What follows belongs to an exercise in optimizing a design on an open flow for small area, a short achievable clock period and few clock cycles per item; a production flow would make more cautious choices. Where RTL was checked, it was by simulation tests only, not by an equivalence proof against the original.

==> flow/design.v (excerpt) <==
module acc_correlator (
    input  wire        clk,
    input  wire        rst,              
    input  wire        cfg_valid,
    output wire        cfg_ready,
    input  wire [2:0]  cfg_op,
    input  wire [63:0] cfg_code,         
    input  wire [7:0]  cfg_len,
    input  wire [31:0] cfg_value,
    input  wire        cfg_detect_inv,
    input  wire        in_valid,
    output wire        in_ready,
    input  wire        in_bit,
    output wire        out_valid,
    output wire [2:0]  out_data,
    output wire        idle,
    output wire        configured,
    output wire        invert,
    output wire [5:0]  status,
    output wire        irq,
    output wire [15:0] bit_count,
    output wire [15:0] ambig_count,
    output wire [15:0] last_ambig_bit
);
    localparam [2:0] OP_RESET          = 3'd0;
    localparam [2:0] OP_CONFIG         = 3'd1;
    localparam [2:0] OP_SET_CODE       = 3'd2;
    localparam [2:0] OP_SET_THRESHOLD  = 3'd3;
    localparam [2:0] OP_SET_DETECT_INV = 3'd4;
    localparam [2:0] OP_CLEAR_STATUS   = 3'd5;
    localparam [2:0] OP_SET_IRQ_EN     = 3'd6;
    reg [63:0] data_reg;
    reg [63:0] flag_reg;
    reg [63:0] invert_reg;
    reg [63:0] code;             
  ...
export LEC_CHECK = 0
export CAP_MARGIN = 20
export CORE_MARGIN = 2
export CORE_UTILIZATION = 60
export PLACE_DENSITY = 0.7
export SLEW_MARGIN = 20
create_clock -name core_clock -period 10.0 [get_ports {clk}]
standard.sh (not shown) runs the stock make flow with config.mk's settings and CLKGATE_MAP_FILE= SYNTH_SCRIPT=/design/flow/synth_recipe.tcl, a recipe that flattens the netlist after the stock synthesis.
==> flow/flow/run.sh <==
#!/bin/bash
# The standard layout (standard.sh: standard synthesis, floorplan, power
# grid, placement, CTS, routing), with three layout choices:
#  - each port still gets its own buffer, a plain buf_1 instead of the default
#    delay buffer;
#  - clock tree synthesis without dummy loads;
set -euo pipefail
MARGIN=${MARGIN:-6.0}
bash standard.sh \
  "BUFFER_PORTS_ARGS=-buffer_cell sky130_fd_sc_hd__buf_1" \
  "CTS_ARGS=-sink_clustering_enable -repair_clock_nets -dont_use_dummy_load -sink_clustering_size 20 -sink_clustering_max_diameter 70 -buf_list {sky130_fd_sc_hd__clkbuf_8 sky130_fd_sc_hd__clkbuf_16}" \
  "SETUP_SLACK_MARGIN=$MARGIN" "TNS_END_PERCENT=100" \
  finish > flow_standard.log 2>&1
Testbench counts at the start, summed over its fixed seeds: cycles 32,024, items 32,000.
==> next run, changes <==
--- a/flow/flow/run.sh
+++ b/flow/flow/run.sh
@@ -7,6 +7,6 @@
 set -euo pipefail
-MARGIN=${MARGIN:-6.0}
+MARGIN=${MARGIN:-6.8}
 bash standard.sh \
   "BUFFER_PORTS_ARGS=-buffer_cell sky130_fd_sc_hd__buf_1" \
-  "CTS_ARGS=-sink_clustering_enable -repair_clock_nets -dont_use_dummy_load -sink_clustering_size 20 -sink_clustering_max_diameter 70 -buf_list {sky130_fd_sc_hd__clkbuf_8 sky130_fd_sc_hd__clkbuf_16}" \
+  "CTS_ARGS=-sink_clustering_enable -repair_clock_nets -dont_use_dummy_load -sink_clustering_size 16 -sink_clustering_max_diameter 60 -buf_list {sky130_fd_sc_hd__clkbuf_8 sky130_fd_sc_hd__clkbuf_16}" \
   "SETUP_SLACK_MARGIN=$MARGIN" "TNS_END_PERCENT=100" \
Outcome:
- The new run went through all stages and came out clean
- via count grows by 8.3%
- global-route usage grows by 3.2 points
- routed wire length grows by 20%
- fmax grows by 8.0%
- critical path depth grows by 6
- setup slack is better by 0.28 ns
- utilization grows by 7.6 points
- sequential share of layout area shrinks by 5.3 points
- non-clock buffer count grows by 75
==> next run, changes <==
--- a/flow/flow/run.sh
+++ b/flow/flow/run.sh
@@ -7,6 +7,6 @@
 set -euo pipefail
-MARGIN=${MARGIN:-6.8}
+MARGIN=${MARGIN:-6.4}
 bash standard.sh \
   "BUFFER_PORTS_ARGS=-buffer_cell sky130_fd_sc_hd__buf_1" \
-  "CTS_ARGS=-sink_clustering_enable -repair_clock_nets -dont_use_dummy_load -sink_clustering_size 16 -sink_clustering_max_diameter 60 -buf_list {sky130_fd_sc_hd__clkbuf_8 sky130_fd_sc_hd__clkbuf_16}" \
+  "CTS_ARGS=-sink_clustering_enable -repair_clock_nets -dont_use_dummy_load -sink_clustering_size 20 -sink_clustering_max_diameter 70 -buf_list {sky130_fd_sc_hd__clkbuf_8 sky130_fd_sc_hd__clkbuf_16}" \
   "SETUP_SLACK_MARGIN=$MARGIN" "TNS_END_PERCENT=100" \
Via count drops by 6.0%.
Sequential cell count does not change.
Final cell count drops by 3.1%.
Worst hold slack degrades by 0.0093 ns.
Register-to-register slack is about the same.
==> next run, changes <==
--- a/flow/flow/run.sh
+++ b/flow/flow/run.sh
@@ -7,3 +7,3 @@
 set -euo pipefail
-MARGIN=${MARGIN:-6.4}
+MARGIN=${MARGIN:-6.6}
 bash standard.sh \
=> The new run went through all stages and came out clean; utilization climbs by 2.1 points; final cell count climbs by 1.5%; area after synthesis stays the same; clock-buffer cell count stays the same; via count climbs by 2.1%; global-route usage climbs by 0.46 points; setup slack loses 0.054 ns.
==> next run, changes <==
--- a/flow/flow/run.sh
+++ b/flow/flow/run.sh
@@ -7,3 +7,3 @@
 set -euo pipefail
-MARGIN=${MARGIN:-6.6}
+MARGIN=${MARGIN:-6.8}
 bash standard.sh \
Result: Die area is unchanged. Sequential share of layout area fell by 1.6 points.


acc_correlator, a different RTL version from the one above (not shown whole).
Size: about 16000 um2 of cells after synthesis.
==> flow/config.mk <==
export PLATFORM = sky130hd
export DESIGN_NAME = acc_correlator
export DESIGN_NICKNAME = acc_correlator
export VERILOG_FILES = /design/flow/design.v
export SDC_FILE = /design/flow/constraint.sdc
export NUM_CORES = 4
export LEC_CHECK = 0
export CAP_MARGIN = 20
export CORE_MARGIN = 2
export CORE_UTILIZATION = 60
export PLACE_DENSITY = 0.7
export SETUP_SLACK_MARGIN = 5
export SLEW_MARGIN = 20
==> flow/constraint.sdc <==
create_clock -name core_clock -period 10.0 [get_ports {clk}]
set_input_delay 2.0000 -clock core_clock [delete_from_list [all_inputs] [get_ports {clk}]]
set_output_delay 2.0000 -clock core_clock [all_outputs]
set_load 0.01 [all_outputs]
==> flow/flow/run.sh <==
#!/bin/bash
# Standard layout; every port still gets its own buffer, but a plain buf_1
# instead of the default delay buffer.
set -euo pipefail
bash standard.sh "BUFFER_PORTS_ARGS=-buffer_cell sky130_fd_sc_hd__buf_1" finish > flow_standard.log 2>&1
Next try:
==> flow/flow/run.sh (replaced) <==
#!/bin/bash
set -euo pipefail
bash standard.sh SETUP_SLACK_MARGIN=7 TNS_END_PERCENT=100 finish > flow_standard.log 2>&1
Die area stays the same.
Final area goes up by 23%.
Setup slack gains 360 ps.
Hold slack loses 9.0 ps.
Utilization went up by 16 points.
Clock-buffer cell count decreases by 3.
Synthesized area stays the same.
Next try:
==> flow/run.sh (new file) <==
#!/bin/bash
# synth_recipe.tcl (not shown) runs the flow's synth.tcl, then flattens the netlist and writes it again
# the make line also repeats each setting of config.mk as NAME=value (left out here)
make -C /OpenROAD-flow-scripts/flow DESIGN_CONFIG=/design/flow/config.mk WORK_HOME=/design/flow/orfs CLKGATE_MAP_FILE= SYNTH_SCRIPT=/design/flow/synth_recipe.tcl finish
Settings changed: CTS_BUF_LIST set to sky130_fd_sc_hd__clkbuf_4 sky130_fd_sc_hd__clkbuf_8.
removed: flow/flow/run.sh
removed: flow/standard.sh
After rerunning: Non-clock buffer count drops by 146; core utilization fell by 12 points; synthesized area stays the same; via count goes down by roughly a tenth; worst setup slack got worse by 350 ps; flip-flop and latch count stays the same; synthesized cell count stays the same; worst hold slack improved by 13 ps; global-route usage shrinks by 7.1 points.
Next try:
Settings changed: CTS_BUF_LIST sky130_fd_sc_hd__clkbuf_4 sky130_fd_sc_hd__clkbuf_8 to not set.
=> The new run went through all stages and came out clean; routed wire length climbs by 1.6%; maximum frequency drops by about 0.6%; worst hold slack gets better by 3.5 ps; first-iteration DRC count climbs by 11%.
No run of this note included a check of the RTL's function; only the layout flow was run.


acc_correlator, a different RTL version from the one above (not shown whole).
Size in the first run: ~390 flip-flops, ~180 I/O pins, roughly 19,000 sq um of cells after synthesis.
Settings: LEC_CHECK=0, CAP_MARGIN=20, CORE_MARGIN=2, CORE_UTILIZATION=60, PLACE_DENSITY=0.7, SETUP_SLACK_MARGIN=5, SLEW_MARGIN=20; clock period 10.0 ns.
run.sh (not shown) runs the stock make flow with config.mk's settings and CLKGATE_MAP_FILE= SYNTH_SCRIPT=/design/flow/synth_recipe.tcl, a recipe that flattens the netlist after the stock synthesis.
Stock flow here: none of the scripts above is used.
The baseline completed with no timing, DRC or antenna violations.
==> next run, changes <==
==> flow/flow/run.sh (new file) <==
#!/bin/bash
# The standard layout (standard.sh: standard synthesis, floorplan, power
# grid, placement, CTS, routing), with three layout choices:
#  - each port still gets its own buffer, a plain buf_1 instead of the default
#    delay buffer;
#  - clock tree synthesis without dummy loads;
set -euo pipefail
MARGIN=${MARGIN:-6.8}
bash standard.sh \
  "BUFFER_PORTS_ARGS=-buffer_cell sky130_fd_sc_hd__buf_1" \
  "CTS_ARGS=-sink_clustering_enable -repair_clock_nets -dont_use_dummy_load -buf_list {sky130_fd_sc_hd__clkbuf_4 sky130_fd_sc_hd__clkbuf_8}" \
  "SETUP_SLACK_MARGIN=$MARGIN" "TNS_END_PERCENT=100" \
  finish > flow_standard.log 2>&1
==> flow/standard.sh (new file) <==
#!/bin/bash
# synth_recipe.tcl (not shown) runs the flow's synth.tcl, then flattens the netlist and writes it again
# the make line also repeats each setting of config.mk as NAME=value (left out here)
make -C /OpenROAD-flow-scripts/flow DESIGN_CONFIG=/design/flow/config.mk WORK_HOME=/design/flow/orfs CLKGATE_MAP_FILE= SYNTH_SCRIPT=/design/flow/synth_recipe.tcl "${@:-finish}"
- SETUP_SLACK_MARGIN: 5 -> default
removed: flow/run.sh
Outcome: The changed run finished with timing, DRC and antenna clean; worst setup slack gains 620 ps; worst hold slack degrades by 26 ps; design area came out higher by 11%; clock-buffer cell count goes up by 16; wire length rises by 39%.
No run of this note included a check of the RTL's function; only the layout flow was run.


run 1:
Another version of the RTL of acc_correlator (not shown whole).
For scale: about 380 flip-flops, ~180 I/O pins, ~16000 um^2 of cells after synthesis.
Settings: LEC_CHECK=0, CAP_MARGIN=20, CORE_MARGIN=2, CORE_UTILIZATION=75, PLACE_DENSITY=0.85, SLEW_MARGIN=20; clock period 10.0 ns.
standard.sh (not shown) runs the stock make flow with config.mk's settings and CLKGATE_MAP_FILE= SYNTH_SCRIPT=/design/flow/synth_recipe.tcl, a recipe that flattens the netlist after the stock synthesis.
==> flow/flow/run.sh <==
#!/bin/bash
# The standard layout (standard.sh: standard synthesis, floorplan, power
# grid, placement, CTS, routing), with three layout choices:
#  - each port still gets its own buffer, a plain buf_1 instead of the default
#    delay buffer;
#  - clock tree synthesis without dummy loads;
set -euo pipefail
MARGIN=${MARGIN:-6.8}
bash standard.sh \
  "BUFFER_PORTS_ARGS=-buffer_cell sky130_fd_sc_hd__buf_1" \
  "CTS_ARGS=-sink_clustering_enable -repair_clock_nets -dont_use_dummy_load -sink_clustering_size 16 -sink_clustering_max_diameter 60 -buf_list {sky130_fd_sc_hd__clkbuf_8 sky130_fd_sc_hd__clkbuf_16}" \
  "SETUP_SLACK_MARGIN=$MARGIN" "TNS_END_PERCENT=100" \
  finish > flow_standard.log 2>&1
Testbench counts of run 1, summed over its fixed seeds: cycles 32,024, items 32,000.
Input-level comparison between run 2 and run 1:
- changing PLACE_DENSITY from 0.85 to 0.7
- changing CORE_UTILIZATION from 75 to 60
diff --git a/flow/flow/run.sh b/flow/flow/run.sh
--- a/flow/flow/run.sh
+++ b/flow/flow/run.sh
@@ -8 +8 @@
-MARGIN=${MARGIN:-6.8}
+MARGIN=${MARGIN:-7.3}
Results
The routing usage on met2 number comes out lower for run 2 vs run 1. Sort run 2 and run 1 by maximum single-stage delay on the critical path asc -> top: run 2. From run 1 to run 2 the numbers moved as follows: number of enable-type register cells in the synthesized netlist neither gained nor lost much; number of vias per cell now smaller; worst path setup slack after routing saw an increase. Re area added between synthesis and finish: run 2 and run 1 aren't equal, and the lower value belongs to run 1. Of run 2 and run 1, the lower met3 usage in global routing belongs to run 2.
For run 3, these inputs were changed with respect to run 2:
diff --git a/flow/flow/run.sh b/flow/flow/run.sh
--- a/flow/flow/run.sh
+++ b/flow/flow/run.sh
@@ -8 +8 @@
-MARGIN=${MARGIN:-7.3}
+MARGIN=${MARGIN:-6.8}
--- outcome ---
- When run 3 is set beside run 2, its overall track demand over capacity in global routing turns out to be 8.7 points smaller.
- Changes observed in run 3 relative to run 2: xor/xnor share of the synthesized area held, time the worst path needs with I/O delays and setup now sits lower.
- Final clock period utilization by the worst path delta for run 3 relative to run 2: 1.9 points lower
- Run 3 — via count of the first global-routing pass about 17% lower, run 2 as reference
- Cmp run 3 and run 2 / first-iteration DRC count / lower: run 3
Here is what was changed in the inputs of run 4 compared with run 3.
diff --git a/flow/flow/run.sh b/flow/flow/run.sh
--- a/flow/flow/run.sh
+++ b/flow/flow/run.sh
@@ -6,0 +7 @@
+#  - timing repair aimed at a larger setup margin;
@@ -12 +13 @@
-  "SETUP_SLACK_MARGIN=$MARGIN" "TNS_END_PERCENT=100" \
+  "ADDER_MAP_FILE=" "SETUP_SLACK_MARGIN=$MARGIN" "TNS_END_PERCENT=100" \
## What came out
| final clock period utilization by the worst path | lower: run 4 |
Run 4 vs run 3 on overall routing resource usage: run 4 is the lower one.
The main combinational cell family by area after synthesis comes out adder cells in one run and XOR/XNOR gates in the other, namely in run 3 and run 4 respectively.
Run 4 vs. run 3: met1 layer usage reported by global route went up by 2.3 points.
What run 5 does differently from run 4 at the input level:
diff --git a/flow/flow/run.sh b/flow/flow/run.sh
--- a/flow/flow/run.sh
+++ b/flow/flow/run.sh
@@ -7 +6,0 @@
-#  - timing repair aimed at a larger setup margin;
@@ -9 +8 @@
-MARGIN=${MARGIN:-6.8}
+MARGIN=${MARGIN:-6.2}
@@ -13 +12 @@
-  "ADDER_MAP_FILE=" "SETUP_SLACK_MARGIN=$MARGIN" "TNS_END_PERCENT=100" \
+  "SETUP_SLACK_MARGIN=$MARGIN" "TNS_END_PERCENT=100" \
Results
Run 5 completed; timing, DRC and antenna clean
Cell count: run 5 lower than run 4
Of the two values seen for worst-path cell with the longest stage delay, sky130_fd_sc_hd__xor3_2 was produced by run 4 and sky130_fd_sc_hd__fa_1 by run 5.
Looking at fraction of the mapped netlist area in compound gates across run 5 and run 4, the one that comes out higher is run 4.
Lower fmax was reported by run 5, not run 4.
Run 5: part of the Yosys area used for sequential elements 1.7 points above run 4


run A:
acc_correlator, a different RTL version from the one above (not shown whole).
Size: about 1,300 cells after synthesis, about 370 flip-flops, about 180 I/O pins, ~16,000 um2 of cells after synthesis.
==> flow/config.mk <==
export PLATFORM = sky130hd
export DESIGN_NAME = acc_correlator
export DESIGN_NICKNAME = acc_correlator
export VERILOG_FILES = /design/flow/design.v
export SDC_FILE = /design/flow/constraint.sdc
export NUM_CORES = 4
export LEC_CHECK = 0
export CAP_MARGIN = 20
export CORE_MARGIN = 2
export CORE_UTILIZATION = 50
export PLACE_DENSITY = 0.75
export SLEW_MARGIN = 20
==> flow/constraint.sdc <==
create_clock -name core_clock -period 10.0 [get_ports {clk}]
set_input_delay 2.0000 -clock core_clock [delete_from_list [all_inputs] [get_ports {clk}]]
set_output_delay 2.0000 -clock core_clock [all_outputs]
set_load 0.01 [all_outputs]
==> flow/flow/run.sh <==
#!/bin/bash
# The standard layout (standard.sh: standard synthesis, floorplan, power
# grid, placement, CTS, routing), with three layout choices:
#  - each port still gets its own buffer, a plain buf_1 instead of the default
#    delay buffer;
#  - clock tree synthesis without dummy loads;
set -euo pipefail
MARGIN=${MARGIN:-6.6}
bash standard.sh \
  "BUFFER_PORTS_ARGS=-buffer_cell sky130_fd_sc_hd__buf_1" \
  "CTS_ARGS=-sink_clustering_enable -repair_clock_nets -dont_use_dummy_load -sink_clustering_size 20 -sink_clustering_max_diameter 70 -buf_list {sky130_fd_sc_hd__clkbuf_8 sky130_fd_sc_hd__clkbuf_16}" \
  "SETUP_SLACK_MARGIN=$MARGIN" "TNS_END_PERCENT=100" \
  finish > flow_standard.log 2>&1
Run A reached the end of the flow, and the finished layout is clean on the timing, design-rule and antenna checks.
Testbench counts of run A, summed over its fixed seeds: cycles 32,024, items 32,000.
[inputs] run B vs run A
diff --git a/flow/flow/run.sh b/flow/flow/run.sh
--- a/flow/flow/run.sh
+++ b/flow/flow/run.sh
@@ -6,5 +6,5 @@
 #  - clock tree synthesis without dummy loads;
 set -euo pipefail
-MARGIN=${MARGIN:-6.6}
+MARGIN=${MARGIN:-6.4}
 bash standard.sh \
   "BUFFER_PORTS_ARGS=-buffer_cell sky130_fd_sc_hd__buf_1" \
diff --git a/flow/config.mk b/flow/config.mk
--- a/flow/config.mk
+++ b/flow/config.mk
@@ -8,5 +8,5 @@
 export CAP_MARGIN = 20
 export CORE_MARGIN = 2
-export CORE_UTILIZATION = 50
-export PLACE_DENSITY = 0.75
+export CORE_UTILIZATION = 60
+export PLACE_DENSITY = 0.6
 export SLEW_MARGIN = 20
Results
- Run A has higher routed metal-1 wire length than run B.
- Run B packs its core tighter than run A.
Relative to run B, the following input files were edited for run C:
diff --git a/flow/flow/run.sh b/flow/flow/run.sh
--- a/flow/flow/run.sh
+++ b/flow/flow/run.sh
@@ -6,5 +6,5 @@
 #  - clock tree synthesis without dummy loads;
 set -euo pipefail
-MARGIN=${MARGIN:-6.4}
+MARGIN=${MARGIN:-6.2}
 bash standard.sh \
   "BUFFER_PORTS_ARGS=-buffer_cell sky130_fd_sc_hd__buf_1" \
diff --git a/flow/config.mk b/flow/config.mk
--- a/flow/config.mk
+++ b/flow/config.mk
@@ -8,5 +8,5 @@
 export CAP_MARGIN = 20
 export CORE_MARGIN = 2
-export CORE_UTILIZATION = 60
-export PLACE_DENSITY = 0.6
+export CORE_UTILIZATION = 50
+export PLACE_DENSITY = 0.75
 export SLEW_MARGIN = 20
## What came out
The final layouts of run B and run C pass the timing, design-rule and antenna checks.
Diff run B..run C | design area | negligible
Cell count: run C higher than run B
Comparing run B and run C, the lower minimum clock period after layout is on run B.
--- input diff run C..run D ---
diff --git a/flow/flow/run.sh b/flow/flow/run.sh
--- a/flow/flow/run.sh
+++ b/flow/flow/run.sh
@@ -6,5 +6,5 @@
 #  - clock tree synthesis without dummy loads;
 set -euo pipefail
-MARGIN=${MARGIN:-6.2}
+MARGIN=${MARGIN:-6.4}
 bash standard.sh \
   "BUFFER_PORTS_ARGS=-buffer_cell sky130_fd_sc_hd__buf_1" \
Area added between synthesis and finish (lower): run C. Run D falls short of run C in number of vias after detailed routing.

afterwards: timing with drivers on the ports:
The flow's constraints put no driver on any port. The routed layouts listed below were extracted and timed again, unchanged, in two steps. Step 1, drivers: a clkbuf_16 drives clk and a buf_2 each remaining input, both assumed. Step 2 times the ports against the registers' clock, not the clock port: input delays grow and output delays shrink by t, the midpoint of the rising clock arrivals with the driver on. Three values: ideal, step 1, step 2; two values: the first two.
run | shift t [ns] | setup slack, ns | hold slack, ns | cell pins on the clock port's net
the first run of note 1 | 0.571 | 6.171 / 6.171 / 5.869 | 0.403 / 0.403 / 0.403 | 1
the second run of note 1 | 0.597 | 6.453 / 6.453 / 6.166 | 0.405 / 0.405 / 0.405 | 1
the third run of note 1 | 0.567 | 6.440 / 6.440 / 6.054 | 0.396 / 0.396 / 0.396 | 1
the fourth run of note 1 | 0.557 | 6.386 / 6.386 / 6.193 | 0.418 / 0.418 / 0.418 | 1
the fifth run of note 1 | 0.571 | 6.484 / 6.484 / 6.239 | 0.403 / 0.403 / 0.403 | 1
the first run of note 2 | 0.573 | 5.167 / 5.167 / 5.167 | 0.408 / 0.408 / 0.408 | 1
the second run of note 2 | 0.594 | 5.529 / 5.529 / 5.529 | 0.399 / 0.399 / 0.399 | 1
the third run of note 2 | 0.644 | 5.175 / 5.175 / 4.960 | 0.413 / 0.413 / 0.413 | 1
the fourth run of note 2 | 0.565 | 5.146 / 5.146 / 4.965 | 0.416 / 0.416 / 0.416 | 1
the first run of note 3 | 0.581 | 5.115 / 5.115 / 4.648 | 0.403 / 0.403 / 0.403 | 1
the second run of note 3 | 0.609 | 5.740 / 5.740 / 5.532 | 0.377 / 0.377 / 0.377 | 1
run 1 | 0.587 | 5.653 / 5.653 / 5.653 | 0.417 / 0.417 / 0.417 | 1
run 2 | 0.603 | 5.835 / 5.835 / 5.835 | 0.389 / 0.389 / 0.389 | 1
run 3 | 0.588 | 6.026 / 6.026 / 6.026 | 0.398 / 0.398 / 0.398 | 1
run 4 | 0.586 | 6.067 / 6.067 / 6.067 | 0.392 / 0.392 / 0.392 | 1
run 5 | 0.593 | 5.867 / 5.867 / 5.815 | 0.395 / 0.395 / 0.395 | 1
run A | 0.566 | 6.440 / 6.440 / 6.152 | 0.380 / 0.380 / 0.380 | 1
run B | 0.562 | 6.413 / 6.413 / 6.005 | 0.407 / 0.407 / 0.407 | 1
run C | 0.557 | 6.371 / 6.371 / 5.868 | 0.390 / 0.390 / 0.390 | 1
run D | 0.556 | 6.469 / 6.469 / 6.027 | 0.393 / 0.393 / 0.393 | 1
After both steps setup and hold are still met in every run listed. For run C, which loses most, drivers alone change the setup slack by 0.000 ns; drivers and shift together by -0.503 ns.
